What follows belongs to an exercise in optimizing a design on an open flow for small area, a short achievable clock period and few clock cycles; a production flow would make more cautious choices.
No functional check of the RTL was part of this run.
Power and IR drop assume default switching activity.

## design/flow/config.mk

```make
export PLATFORM = sky130hd
export DESIGN_NAME = mips_core
export DESIGN_NICKNAME = mips_core
export VERILOG_FILES = /design/flow/design.v
export SDC_FILE = /design/flow/constraint.sdc
export NUM_CORES = 8
export LEC_CHECK = 0
export CAP_MARGIN = 20
export CORE_MARGIN = 2
export CORE_UTILIZATION = 40
export SLEW_MARGIN = 20
```

## design/flow/constraint.sdc

```tcl
create_clock -name core_clock -period 11.0 [get_ports {clk}]
set_input_delay 2.2000 -clock core_clock [delete_from_list [all_inputs] [get_ports {clk}]]
set_output_delay 2.2000 -clock core_clock [all_outputs]
set_load 0.01 [all_outputs]
```

## design/flow/design.v

```verilog
module mips_core (
    input  wire        clk,
    input  wire        rst,
    input  wire        host_cmd_valid,
    output reg         host_cmd_ready,
    input  wire [2:0]  host_cmd_op,
    input  wire [4:0]  host_cmd_idx,
    input  wire [31:0] host_cmd_data,
    output reg         host_resp_valid,
    output reg  [2:0]  host_resp_status,
    output reg  [7:0]  host_resp_code,
    output reg  [31:0] host_resp_data,
    output reg         mem_req_valid,
    input  wire        mem_req_ready,
    output reg         mem_req_we,
    output reg  [31:0] mem_req_addr,
    output reg  [31:0] mem_req_wdata,
    input  wire        mem_resp_valid,
    input  wire        mem_resp_err,
    input  wire [7:0]  mem_resp_code,
    input  wire [31:0] mem_resp_rdata
);
    localparam EARLY_DREQ = 1;
    localparam OP_STEP    = 3'd0;
    localparam OP_GET_REG = 3'd1;
    localparam OP_SET_REG = 3'd2;
    localparam OP_GET_PC  = 3'd3;
    localparam OP_SET_PC  = 3'd4;
    localparam ST_OK     = 3'd0;
    localparam ST_INVAL  = 3'd1;
    localparam ST_ALIGN  = 3'd2;
    localparam ST_OVF    = 3'd3;
    localparam ST_MEMERR = 3'd4;
    localparam ST_BADARG = 3'd5;
    localparam S_IDLE  = 4'd0;    
    localparam S_FREQ  = 4'd1;    
    localparam S_FWAIT = 4'd2;    
    localparam S_DREQ  = 4'd3;    
    localparam S_DWAIT = 4'd4;    
    localparam S_RESP  = 4'd5;    
    localparam S_OK    = 4'd6;    
    localparam S_MD0   = 4'd7;    
    localparam S_MD    = 4'd8;    
    localparam S_MDF   = 4'd9;    
    reg [3:0]  st;
    reg [31:0] pc;
    reg [31:0] npc;
    reg [31:0] hi;
    reg [31:0] lo;
    reg [31:0] rf [1:31];
    reg [31:0] ir;         
    reg [31:0] ta;         
    reg [31:0] tb;         
    reg [4:0]  idx_q;      
    reg        wr_q;       
    reg        getreg_q;   
    reg [2:0]  status_q;
    reg [7:0]  code_q;
    reg        we_q;       
    reg        rmw_q;      
    reg [4:0]  md_cnt;
    reg        md_div;
    reg        md_sgn;
    reg        md_neg_q;
    reg        md_neg_r;
    wire [31:0] x      = mem_resp_rdata;
    wire [5:0]  opcode = x[31:26];
    wire [4:0]  rs     = x[25:21];
    wire [4:0]  rt     = x[20:16];
    wire [4:0]  rd     = x[15:11];
    wire [4:0]  shamt  = x[10:6];
    wire [5:0]  funct  = x[5:0];
    wire [15:0] imm    = x[15:0];
    wire [31:0] simm   = {{16{imm[15]}}, imm};
    wire [31:0] zimm   = {16'd0, imm};
    wire in_fw = (st == S_FWAIT);
    wire [4:0]  ra1    = in_fw ? rs : idx_q;
    wire [31:0] rs_val = (ra1 == 5'd0) ? 32'd0 : rf[ra1];
    wire [31:0] rt_val = (rt == 5'd0) ? 32'd0 : rf[rt];
    wire op_special = (opcode == 6'd0);
    wire op_regimm  = (opcode == 6'd1);
    wire sh_ok      = (shamt == 5'd0);
    wire i_sll   = op_special && funct == 6'h00;
    wire i_srl   = op_special && funct == 6'h02;
    wire i_sra   = op_special && funct == 6'h03;
    wire i_sllv  = op_special && funct == 6'h04 && sh_ok;
    wire i_srlv  = op_special && funct == 6'h06 && sh_ok;
    wire i_srav  = op_special && funct == 6'h07 && sh_ok;
    wire i_jr    = op_special && funct == 6'h08 && sh_ok;
    wire i_jalr  = op_special && funct == 6'h09 && sh_ok;
    wire i_mfhi  = op_special && funct == 6'h10 && sh_ok;
    wire i_mthi  = op_special && funct == 6'h11 && sh_ok;
    wire i_mflo  = op_special && funct == 6'h12 && sh_ok;
    wire i_mtlo  = op_special && funct == 6'h13 && sh_ok;
    wire i_mult  = op_special && funct == 6'h18 && sh_ok;
    wire i_multu = op_special && funct == 6'h19 && sh_ok;
    wire i_div   = op_special && funct == 6'h1A && sh_ok;
    wire i_divu  = op_special && funct == 6'h1B && sh_ok;
    wire i_add   = op_special && funct == 6'h20 && sh_ok;
    wire i_addu  = op_special && funct == 6'h21 && sh_ok;
    wire i_sub   = op_special && funct == 6'h22 && sh_ok;
    wire i_subu  = op_special && funct == 6'h23 && sh_ok;
    wire i_and   = op_special && funct == 6'h24 && sh_ok;
    wire i_or    = op_special && funct == 6'h25 && sh_ok;
    wire i_xor   = op_special && funct == 6'h26 && sh_ok;
    wire i_slt   = op_special && funct == 6'h2A && sh_ok;
    wire i_sltu  = op_special && funct == 6'h2B && sh_ok;
    wire i_bltz   = op_regimm && rt == 5'd0;
    wire i_bgez   = op_regimm && rt == 5'd1;
    wire i_bltzal = op_regimm && rt == 5'd16;
    wire i_bgezal = op_regimm && rt == 5'd17;
    wire i_j     = opcode == 6'd2;
    wire i_jal   = opcode == 6'd3;
    wire i_beq   = opcode == 6'd4;
    wire i_bne   = opcode == 6'd5;
    wire i_blez  = opcode == 6'd6;
    wire i_bgtz  = opcode == 6'd7;
    wire i_addi  = opcode == 6'd8;
    wire i_addiu = opcode == 6'd9;
    wire i_slti  = opcode == 6'd10;
    wire i_sltiu = opcode == 6'd11;
    wire i_andi  = opcode == 6'd12;
    wire i_ori   = opcode == 6'd13;
    wire i_xori  = opcode == 6'd14;
    wire i_lui   = opcode == 6'd15;
    wire i_lb    = opcode == 6'd32;
    wire i_lh    = opcode == 6'd33;
    wire i_lwl   = opcode == 6'd34;
    wire i_lw    = opcode == 6'd35;
    wire i_lbu   = opcode == 6'd36;
    wire i_lhu   = opcode == 6'd37;
    wire i_lwr   = opcode == 6'd38;
    wire i_sb    = opcode == 6'd40;
    wire i_sh    = opcode == 6'd41;
    wire i_sw    = opcode == 6'd43;
    wire c_rtype_alu = i_addu | i_subu | i_and | i_or | i_xor |
                       i_slt | i_sltu | i_sll | i_srl | i_sra | i_sllv | i_srlv |
                       i_srav | i_mfhi | i_mflo;
    wire c_itype_alu = i_addiu | i_slti | i_sltiu | i_andi | i_ori | i_xori | i_lui;
    wire c_ovf       = i_add | i_sub | i_addi;
    wire c_branch    = i_beq | i_bne | i_blez | i_bgtz | i_bltz | i_bgez |
                       i_bltzal | i_bgezal;
    wire c_jump      = i_j | i_jal | i_jr | i_jalr;
    wire c_muldiv    = i_mult | i_multu | i_div | i_divu;
    wire c_hilo_wr   = i_mthi | i_mtlo;
    wire c_load      = i_lb | i_lbu | i_lh | i_lhu | i_lw | i_lwl | i_lwr;
    wire c_store     = i_sb | i_sh | i_sw;
    wire c_fast      = c_rtype_alu | c_itype_alu | c_branch | c_jump | c_hilo_wr;
    wire valid_inst  = c_fast | c_ovf | c_muldiv | c_load | c_store;
    wire        alu_sub = i_sub | i_subu | i_slt | i_sltu | i_slti | i_sltiu;
    wire [31:0] alu_b   = op_special ? rt_val : (i_andi | i_ori | i_xori) ? zimm : simm;
    wire [31:0] alu_bx  = alu_sub ? ~alu_b : alu_b;
    wire [32:0] sum     = {1'b0, rs_val} + {1'b0, alu_bx} + {32'd0, alu_sub};
    wire        ovf     = (rs_val[31] == alu_bx[31]) && (sum[31] != rs_val[31]);
    wire        lt_s    = (rs_val[31] != alu_b[31]) ? rs_val[31] : sum[31];
    wire        lt_u    = ~sum[32];
    wire [31:0] ea      = sum[31:0];
    wire        sh_left = i_sll | i_sllv;
    wire [4:0]  shift_n = (i_sll | i_srl | i_sra) ? shamt : rs_val[4:0];
    reg  [31:0] sh_in;
    reg  [31:0] sh_out;
    integer j;
    always @(*) begin
        for (j = 0; j < 32; j = j + 1) sh_in[j] = sh_left ? rt_val[31-j] : rt_val[j];
    end
    wire        sh_fill = (i_sra | i_srav) & rt_val[31];
    wire [63:0] sh_wide = {{32{sh_fill}}, sh_in} >> shift_n;
    always @(*) begin
        for (j = 0; j < 32; j = j + 1) sh_out[j] = sh_left ? sh_wide[31-j] : sh_wide[j];
    end
    wire [31:0] link_addr = pc + 32'd8;
    wire [31:0] alu_res =
        ({32{i_addu | i_addiu | i_subu}}      & sum[31:0]) |
        ({32{i_and | i_andi}}                 & (rs_val & alu_b)) |
        ({32{i_or  | i_ori}}                  & (rs_val | alu_b)) |
        ({32{i_xor | i_xori}}                 & (rs_val ^ alu_b)) |
        ({32{i_slt | i_slti}}                 & {31'd0, lt_s}) |
        ({32{i_sltu | i_sltiu}}               & {31'd0, lt_u}) |
        ({32{i_sll | i_sllv | i_srl | i_srlv | i_sra | i_srav}} & sh_out) |
        ({32{i_lui}}                          & {imm, 16'd0}) |
        ({32{i_mfhi}}                         & hi) |
        ({32{i_mflo}}                         & lo) |
        ({32{i_jal | i_jalr | i_bltzal | i_bgezal}} & link_addr);
    wire [4:0] x_dest = (i_jal | i_bltzal | i_bgezal) ? 5'd31 :
                        (c_rtype_alu | i_jalr) ? rd :
                        c_itype_alu ? rt : 5'd0;
    wire br_taken = (i_beq  & (rs_val == rt_val)) |
                    (i_bne  & (rs_val != rt_val)) |
                    (i_blez & (rs_val[31] | (rs_val == 32'd0))) |
                    (i_bgtz & (~rs_val[31] & (rs_val != 32'd0))) |
                    ((i_bltz | i_bltzal) & rs_val[31]) |
                    ((i_bgez | i_bgezal) & ~rs_val[31]);
    wire [31:0] br_target = npc + {simm[29:0], 2'b00};
    wire [31:0] j_target  = {npc[31:28], x[25:0], 2'b00};
    wire        cmd_fire;
    wire        setpc_fire = cmd_fire && host_cmd_op == OP_SET_PC;
    wire [31:0] inc_in     = setpc_fire ? host_cmd_data : npc;
    wire [31:0] inc4       = {inc_in[31:2] + 30'd1, inc_in[1:0]};
    wire [31:0] ctl_npc = (i_j | i_jal)   ? j_target :
                          (i_jr | i_jalr) ? rs_val :
                          br_taken        ? br_target : inc4;
    wire [5:0]  d_op  = ir[31:26];
    wire        d_lh  = d_op == 6'd33;
    wire        d_lhu = d_op == 6'd37;
    wire        d_lwl = d_op == 6'd34;
    wire        d_lwr = d_op == 6'd38;
    wire        d_lb  = (d_op == 6'd32) | (d_op == 6'd36);
    wire        d_sb  = d_op == 6'd40;
    wire        d_load = ~d_op[3];
    wire [1:0]  k     = ta[1:0];
    wire [31:0] rdata = mem_resp_rdata;
    reg  [7:0]  ld_byte;
    always @(*) begin
        case (k)
            2'd0: ld_byte = rdata[31:24];
            2'd1: ld_byte = rdata[23:16];
            2'd2: ld_byte = rdata[15:8];
            default: ld_byte = rdata[7:0];
        endcase
    end
    wire [15:0] ld_half = k[1] ? rdata[15:0] : rdata[31:16];
    reg [31:0] lwl_val;
    reg [31:0] lwr_val;
    always @(*) begin
        case (k)
            2'd0: lwl_val = rdata;
            2'd1: lwl_val = {rdata[23:0], tb[7:0]};
            2'd2: lwl_val = {rdata[15:0], tb[15:0]};
            default: lwl_val = {rdata[7:0], tb[23:0]};
        endcase
        case (k)
            2'd0: lwr_val = {tb[31:8], rdata[31:24]};
            2'd1: lwr_val = {tb[31:16], rdata[31:16]};
            2'd2: lwr_val = {tb[31:24], rdata[31:8]};
            default: lwr_val = rdata;
        endcase
    end
    reg [31:0] load_val;
    always @(*) begin
        if (d_lb)       load_val = {24'd0, ld_byte};
        else if (d_lh)  load_val = {{16{ld_half[15]}}, ld_half};
        else if (d_lhu) load_val = {16'd0, ld_half};
        else if (d_lwl) load_val = lwl_val;
        else if (d_lwr) load_val = lwr_val;
        else            load_val = rdata;
    end
    reg [31:0] store_merge;
    always @(*) begin
        store_merge = rdata;
        if (d_sb) begin
            case (k)
                2'd0: store_merge[31:24] = tb[7:0];
                2'd1: store_merge[23:16] = tb[7:0];
                2'd2: store_merge[15:8]  = tb[7:0];
                default: store_merge[7:0] = tb[7:0];
            endcase
        end else begin
            if (k[1]) store_merge[15:0]  = tb[15:0];
            else      store_merge[31:16] = tb[15:0];
        end
    end
    wire [31:0] lo_neg  = ~lo + 32'd1;
    wire [31:0] n2_in   = (st == S_MD0) ? tb : hi;
    wire        n2_cin  = (st == S_MD0) | md_div | (lo == 32'd0);
    wire [31:0] n2_neg  = ~n2_in + {31'd0, n2_cin};
    wire        a_neg   = md_sgn & lo[31];
    wire        b_neg   = md_sgn & tb[31];
    wire [31:0] mag_a   = a_neg ? lo_neg : lo;
    wire [31:0] mag_b   = b_neg ? n2_neg : tb;
    function [5:0] clz32;
        input [31:0] v;
        integer n;
        begin
            clz32 = 6'd32;
            for (n = 0; n < 32; n = n + 1)
                if (v[n]) clz32 = 6'd31 - n[5:0];
        end
    endfunction
    wire [5:0]  za      = clz32(mag_a);
    wire [5:0]  zb      = clz32(mag_b);
    wire [5:0]  dz      = zb - za;
    wire        q_zero  = zb < za;
    wire [31:0] b_align = mag_b << dz[4:0];
    wire [32:0] dv_sub  = {1'b0, hi} - {1'b0, tb};
    wire        dv_ge   = ~dv_sub[32];
    wire [32:0] ml_s1   = {1'b0, hi} + (lo[0] ? {1'b0, tb} : 33'd0);
    wire [33:0] ml_sum  = {1'b0, ml_s1} + (lo[1] ? {1'b0, tb, 1'b0} : 34'd0);
    wire [31:0] md_hi_n = md_div ? (dv_ge ? dv_sub[31:0] : hi) : ml_sum[33:2];
    wire [31:0] md_lo_n = md_div ? {lo[30:0], dv_ge} : {ml_sum[1:0], lo[31:2]};
    wire        md_fix  = md_neg_q | md_neg_r;
    wire        md_last = (md_cnt == 5'd0);
    wire fw_resp = in_fw & mem_resp_valid;
    wire fw_ok   = fw_resp & ~mem_resp_err;
    wire dw_resp = (st == S_DWAIT) & mem_resp_valid;
    wire dw_ok   = dw_resp & ~mem_resp_err;
    wire resp_ok = (fw_ok & c_fast) | (dw_ok & ~rmw_q) | (st == S_OK) |
                   ((st == S_MD) & md_last & ~md_fix) | (st == S_MDF);
    always @(*) host_cmd_ready = (st == S_IDLE) | (st == S_RESP) | resp_ok;
    assign cmd_fire = host_cmd_valid & host_cmd_ready;
    wire step_fire = cmd_fire & (host_cmd_op == OP_STEP);
    wire x_mis     = (i_lh | i_lhu | i_sh) & ea[0];
    wire ex_dreq   = (EARLY_DREQ != 0) & fw_ok & (c_load | c_store) & ~x_mis;
    wire rmw_wreq  = dw_ok & rmw_q;
    always @(*) begin
        host_resp_valid  = resp_ok | (st == S_RESP);
        host_resp_status = (st == S_RESP) ? status_q : ST_OK;
        host_resp_code   = code_q;
        host_resp_data   = (st == S_RESP) ? (getreg_q ? rs_val : pc) :
                           ((st == S_IDLE) ? pc : npc);
        mem_req_valid = step_fire | (st == S_FREQ) | (st == S_DREQ) | ex_dreq | rmw_wreq;
        mem_req_we    = ((st == S_DREQ) & we_q) | (in_fw & i_sw) | (st == S_DWAIT & rmw_q);
        if (in_fw)
            mem_req_addr = (c_load | c_store) ? {ea[31:2], 2'b00} : npc;
        else if ((st == S_DREQ) | (st == S_DWAIT & rmw_q))
            mem_req_addr = {ta[31:2], 2'b00};
        else if ((st == S_IDLE) | (st == S_RESP) | (st == S_FREQ))
            mem_req_addr = pc;
        else
            mem_req_addr = npc;
        mem_req_wdata = in_fw ? rt_val : (st == S_DWAIT) ? store_merge : tb;
    end
    reg        rf_we;
    reg [4:0]  rf_wa;
    reg [31:0] rf_wd;
    always @(*) begin
        rf_we = 1'b0;
        rf_wa = idx_q;
        rf_wd = ta;
        if (in_fw) begin
            rf_we = fw_ok & c_fast & (x_dest != 5'd0);
            rf_wa = x_dest;
            rf_wd = alu_res;
        end else if (st == S_DWAIT) begin
            rf_we = dw_ok & ~rmw_q & d_load & (idx_q != 5'd0);
            rf_wd = load_val;
        end else if ((st == S_OK) | (st == S_RESP)) begin
            rf_we = wr_q;
        end
    end
    integer i;
    always @(posedge clk) begin
        if (rst) begin
            for (i = 1; i < 32; i = i + 1) rf[i] <= 32'd0;
        end else if (rf_we) begin
            rf[rf_wa] <= rf_wd;
        end
    end
    always @(posedge clk) begin
        if (rst) begin
            st       <= S_IDLE;
            pc       <= 32'd0;
            npc      <= 32'd0;
            hi       <= 32'd0;
            lo       <= 32'd0;
            ir       <= 32'd0;
            ta       <= 32'd0;
            tb       <= 32'd0;
            idx_q    <= 5'd0;
            wr_q     <= 1'b0;
            getreg_q <= 1'b0;
            status_q <= 3'd0;
            code_q   <= 8'd0;
            we_q     <= 1'b0;
            rmw_q    <= 1'b0;
            md_cnt   <= 5'd0;
            md_div   <= 1'b0;
            md_sgn   <= 1'b0;
            md_neg_q <= 1'b0;
            md_neg_r <= 1'b0;
        end else begin
            if (resp_ok) begin
                pc  <= npc;
                npc <= inc4;
                st  <= S_IDLE;
            end
            if (st == S_RESP) st <= S_IDLE;
            case (st)
                S_FREQ: begin
                    if (mem_req_ready) st <= S_FWAIT;
                end
                S_FWAIT: begin
                    if (fw_resp) begin
                        ir <= x;
                        if (mem_resp_err) begin
                            status_q <= ST_MEMERR;
                            code_q   <= mem_resp_code;
                            getreg_q <= 1'b0;
                            wr_q     <= 1'b0;
                            st       <= S_RESP;
                        end else if (!valid_inst) begin
                            status_q <= ST_INVAL;
                            getreg_q <= 1'b0;
                            wr_q     <= 1'b0;
                            st       <= S_RESP;
                        end else if (c_fast) begin
                            npc <= ctl_npc;
                            if (i_mthi) hi <= rs_val;
                            if (i_mtlo) lo <= rs_val;
                        end else if (c_ovf) begin
                            ta       <= sum[31:0];
                            idx_q    <= i_addi ? rt : rd;
                            wr_q     <= ~ovf;
                            getreg_q <= 1'b0;
                            status_q <= ST_OVF;
                            st       <= ovf ? S_RESP : S_OK;
                        end else if (c_muldiv) begin
                            getreg_q <= 1'b0;
                            wr_q     <= 1'b0;
                            if ((i_div | i_divu) && rt_val == 32'd0) begin
                                hi       <= 32'd0;
                                lo       <= 32'd0;
                                status_q <= ST_INVAL;
                                st       <= i_divu ? S_RESP : S_OK;
                            end else begin
                                lo     <= rs_val;
                                tb     <= rt_val;
                                md_div <= i_div | i_divu;
                                md_sgn <= i_div | i_mult;
                                st     <= S_MD0;
                            end
                        end else begin
                            if (x_mis) begin
                                status_q <= ST_ALIGN;
                                getreg_q <= 1'b0;
                                wr_q     <= 1'b0;
                                st       <= S_RESP;
                            end else begin
                                ta    <= ea;
                                tb    <= rt_val;
                                idx_q <= rt;
                                we_q  <= i_sw;
                                rmw_q <= i_sb | i_sh;
                                if (EARLY_DREQ != 0)
                                    st <= mem_req_ready ? S_DWAIT : S_DREQ;
                                else
                                    st <= S_DREQ;
                            end
                        end
                    end
                end
                S_DREQ: begin
                    if (mem_req_ready) st <= S_DWAIT;
                end
                S_DWAIT: begin
                    if (dw_resp) begin
                        if (mem_resp_err) begin
                            status_q <= ST_MEMERR;
                            code_q   <= mem_resp_code;
                            getreg_q <= 1'b0;
                            wr_q     <= 1'b0;
                            st       <= S_RESP;
                        end else if (rmw_q) begin
                            tb    <= store_merge;
                            we_q  <= 1'b1;
                            rmw_q <= 1'b0;
                            st    <= mem_req_ready ? S_DWAIT : S_DREQ;
                        end
                    end
                end
                S_MD0: begin
                    md_neg_q <= a_neg ^ b_neg;
                    md_neg_r <= a_neg;
                    if (!md_div) begin
                        hi     <= 32'd0;
                        lo     <= mag_a;
                        tb     <= mag_b;
                        md_cnt <= 5'd15;
                        st     <= S_MD;
                    end else if (q_zero) begin
                        hi <= mag_a;
                        lo <= 32'd0;
                        st <= S_MDF;
                    end else begin
                        hi     <= mag_a;
                        lo     <= 32'd0;
                        tb     <= b_align;
                        md_cnt <= dz[4:0];
                        st     <= S_MD;
                    end
                end
                S_MD: begin
                    hi     <= md_hi_n;
                    lo     <= md_lo_n;
                    if (md_div) tb <= {1'b0, tb[31:1]};
                    md_cnt <= md_cnt - 5'd1;
                    if (md_last && md_fix) st <= S_MDF;
                end
                S_MDF: begin
                    if (md_div) begin
                        if (md_neg_q) lo <= lo_neg;
                        if (md_neg_r) hi <= n2_neg;
                    end else if (md_neg_q) begin
                        lo <= lo_neg;
                        hi <= n2_neg;
                    end
                end
                default: ;
            endcase
            if (cmd_fire) begin
                getreg_q <= host_cmd_op == OP_GET_REG;
                wr_q     <= (host_cmd_op == OP_SET_REG) && host_cmd_idx != 5'd0;
                idx_q    <= host_cmd_idx;
                ta       <= host_cmd_data;
                status_q <= (host_cmd_op > OP_SET_PC) ? ST_BADARG : ST_OK;
                if (host_cmd_op == OP_STEP)
                    st <= mem_req_ready ? S_FWAIT : S_FREQ;
                else
                    st <= S_RESP;
                if (setpc_fire) begin
                    pc  <= host_cmd_data;
                    npc <= inc4;
                end
            end
        end
    end
endmodule
```

## design/flow/run.sh

```bash
#!/bin/bash
# synth_recipe.tcl (not shown) runs the flow's synth.tcl, then flattens the netlist and writes it again
# the make line also repeats each setting of config.mk as NAME=value (left out here)
make -C /OpenROAD-flow-scripts/flow DESIGN_CONFIG=/design/flow/config.mk WORK_HOME=/design/flow/orfs CLKGATE_MAP_FILE= SYNTH_SCRIPT=/design/flow/synth_recipe.tcl finish
```

==> summary.txt <==
- Startpoint types: primary input
- Post-route ant nets: 0
- Mapped cell area: 0.09279 mm2
- Fill cell count: roughly 22k
- Fraction of final layout cells sized beyond drive strength 1: 0.1684
- Worst path arrival time: between 8000 and 9000 ps
- Routability cong.: 1.117
- Port Buffers: 196
- Syn_area_per_cell: 9.163 um2
- Detailed placement HPWL: 393600 um
- Final instance area: about 0.11 mm2
- Post-synth top area share: 0.3314
- Max-slew headroom: 0.06012
- Sequential area share after synthesis: 0.3812
- Synth cell count leaders: 1652 x nor2_1, 1080 x nand2_1, 1024 x edfxtp_1
- Avg WL per Cell: about 39 um
- Placed cell area: ~0.10 mm2
- Worst Setup End Kind: primary output
- CTS Root Cell: clkbuf_16
- DIE WIDTH: roughly 500 um
- Synth cell types: between 100 and 150
- Final Skew: slightly below 70 ps
- Site row count: ~180
- Async S/R FF share, synth: 0
- Max Cap Viol: 0
- Fin Hold WS: approximately 460 ps
- Grt ovf: 0
- Tcrit/Tclk final: 1.001
- Failing Checks: negative setup slack
- Clk latency of the worst-skew pair: 870 ps
- Post-route non-filler standard cell count: around 14k
- TritonCTS clock tree: built
- R2r setup slk: 770 ps
- Drt initial violations: approximately 15k
- Max Transition Viols Final: 0
- Fin. Hold Viols: 0
- DRC: 0
- Most instantiated library cell after synthesis: nor2_1
- Slowest stage delay, CP: between 500 and 600 ps
- Setup ws final: -12.28 ps
- CTS clock-pin slew for the worst setup and hold paths: approximately 60 ps
- Worst IR Drop VDD: between 0.7 and 0.8 mV
- Num ports: around 200
- Run status: complete, but fails checks
- First-pass GRT wire length: between 700000 and 800000 um
- Total track usage: 0.4417
- Critical path's most frequent cell: buf_4
- Largest net degree at the start of global routing: 70
- Area contributors post-synth: edfxtp_1 33%, mux4_2 8.2%, mux2i_1 7.1%
- CTS max path bufs: 3
- Number of buffers created by CTS: 152
- Initial antenna violation count: 43
- Die footprint: 0.2358 mm2
- Min Tclk post-route: 11010 ps
- CP top delay family: buffers and inverters
- Finish-stage setup viols: 1
- H-tree levels: 4
- Crit-path slowest cell: clkdlybuf4s50_1
- Util after Layout: 0.4717
- Area growth, synth to finish: 17.10%
- Initial Utilization: 0.4028
- Number of synthesized register bits: approximately 1.3k
- Crit path kind: in2out
- # hold bufs at CTS: 0
- Placed Cells: between 10k and 15k
- EDFF count, synth: around 1k
- Yosys warns: 1
- Total core area: 0.2303 mm2
- Syn_nets: 10.45k
- Required @ worst endpoint: about 8800 ps
- Top_reg_cell synth: edfxtp_1
- Vias per cell: about 7
- Final net count: 10.78k
- Worst Tran Pin Value: 1410 ps
- Die Y: around 490 um
- Vias in the first global route: between 80k and 90k
- Power Density: approximately 330 mW/mm2
- Setup TNS Final: -12.28 ps
- Via count: between 90k and 100k
- Unrepaired setup endpoints after global routing: yes
- Mapped Cells: approximately 10k
- Lkg Pwr: roughly 40 nW
- DRT Pass-1 Iters: 10
- Routed Wire Length: roughly 540000 um
- Synth area leader: edfxtp_1
- Worst Path Buf+Inv: 10
- Hold Path Class: reg2reg
- Fmax: a little over 90 MHz
- CTS Sinks: between 1k and 1.5k
- CP max FO: 14
## worst register-to-register path: cells and delay by family (launching register included)
kind,cells,cell delay [ps]
AO/OA/AOI/OAI,17,3150
adder cells (fa/ha/maj),4,1190
buffers and inverters,6,980
flip-flops,1,450
multiplexers,1,850
AND/OR/NAND/NOR,11,3380
## routing by layer
| layer | GRT usage | vias to the layer above | wire length, um |
|---|---|---|---|
| li1 | - | 38150 | - |
| met1 | 0.5433 | 45930 | 191400 |
| met2 | 0.6494 | 7735 | 225700 |
| met3 | 0.1220 | 1758 | 66030 |
| met4 | 0.3554 | 20 | 53400 |
| met5 | 0 | - | 154 |
## kinds of logic (layout without fill, tap and decap cells)
family	count (synthesis)	after routing	synth area share
and+or+nand+nor	3602	3602	0.1667
xor gates and xnor gates	297	297	0.02803
DFF	1255	1255	0.3812
muxes	1072	1072	0.1624
other	0	33	0
AOI/OAI and AO/OA	2425	2425	0.1704
adders and majority gates	238	238	0.03501
buffers and inverters	1238	1696	0.05626
## cell type report
type | instances | area (um2) | share of cell area
Clock buffer | 185 | 4010 | 0.03691
Sequential cell | 1255 | 35380 | 0.3256
Tap cell | 3026 | 3786 | 0.03484
Timing Repair Buffer | 1105 | 9858 | 0.09073
Multi-Input combinational cell | 7634 | 53160 | 0.4893
Clock inverter | 98 | 1215 | 0.01118
Antenna cell | 33 | 82.58 | 0.0007600
Inverter | 308 | 1162 | 0.01070
## layout by cell type, fill, tap and decap left out, types with 101 or more instances in the layout
| cell type | count |
|---|---|
| nand3_1 | 230 |
| edfxtp_1 | 1024 |
| buf_4 | 816 |
| a21oi_1 | 656 |
| nor2_1 | 1637 |
| nand2_1 | 1025 |
| xnor2_1 | 191 |
| nand4_1 | 113 |
| o22ai_1 | 175 |
| clkbuf_16 | 155 |
| mux2i_1 | 656 |
| ha_1 | 202 |
| a31oi_1 | 107 |
| dfxtp_1 | 227 |
| nor3_1 | 135 |
| clkdlybuf4s50_1 | 189 |
| a211oi_1 | 209 |
| o21ai_0 | 420 |
| mux4_2 | 338 |
| inv_1 | 298 |
| xor2_1 | 101 |
## path summary, 6_finish.rpt
check | from | endpoint | cells past startpoint
min reg2reg | md_cnt[4] | md_cnt[4] | 2
max reg2reg | lo[2] | tb[17] | 39
min | md_cnt[4] | md_cnt[4] | 2
max | mem_resp_rdata[21] | mem_req_addr[30] | 27
## through the flow
step / worst slack (ps) / total power, mW
final: -12.28 / 36.29
after floorplan: 1318 / 17.76
after global routing: -44.30 / 37.05
after detailed placement: -747.9 / 29.74
after global placement: -868.3 / 29.76
after CTS: -61.04 / 35.15
## power breakdown
part | internal [mW] | total [mW] | leakage (nW) | switching (mW)
Sequential | 5.49 | 5.96 | 12.4 | 0.466
Clock | 3.04 | 5.39 | 2.53 | 2.35
Combinational | 8.11 | 24.9 | 25.0 | 16.8
## what timing repair did
| action | CTS | global route |
|---|---|---|
| pin swaps | 3 | 5 |
| resized for setup | 15 | 28 |
| endpoints found under the setup margin | 7 | 8 |
| gates cloned | 0 | 1 |
| setup buffers | 1 | 3 |
## registers in the layout (all words and copies together), names as in the netlist, 3 cells and up
| signal | count |
|---|---|
| code_q | 8 |
| hi | 32 |
| idx_q | 5 |
| ir | 6 |
| lo | 32 |
| md_cnt | 5 |
| npc | 32 |
| pc | 32 |
| rf | 1024 |
| st | 4 |
| status_q | 3 |
| ta | 32 |
| tb | 32 |

==> afterwards: timing with drivers on the ports <==
The flow's constraints put no driver on any port. The routed layout listed below was extracted and timed again, unchanged, in two steps.
Step 1 (the two cells are an assumption about what drives the block):
set clk [get_ports {clk}]
set_driving_cell -lib_cell sky130_fd_sc_hd__clkbuf_16 $clk
set_driving_cell -lib_cell sky130_fd_sc_hd__buf_2 [delete_from_list [all_inputs] $clk]
Step 2 adds t to the input delays and takes it off the output delays; t is the mean of the earliest and latest rising clock arrival at the registers after step 1. Input paths then give back, and output paths get back, about the clock's delay inside the block.
Slacks: ideal / step 1 / step 2; pairs: ideal / step 1.
t, ns: 0.932
setup WS [ns]: -0.012 / -0.036 / -0.036
worst setup path at the end: input to output
worst register clock-pin slew, ns: 0.08 / 0.08
The setup slack of this run moves by -0.024 ns with the drivers and by -0.024 ns with both steps.
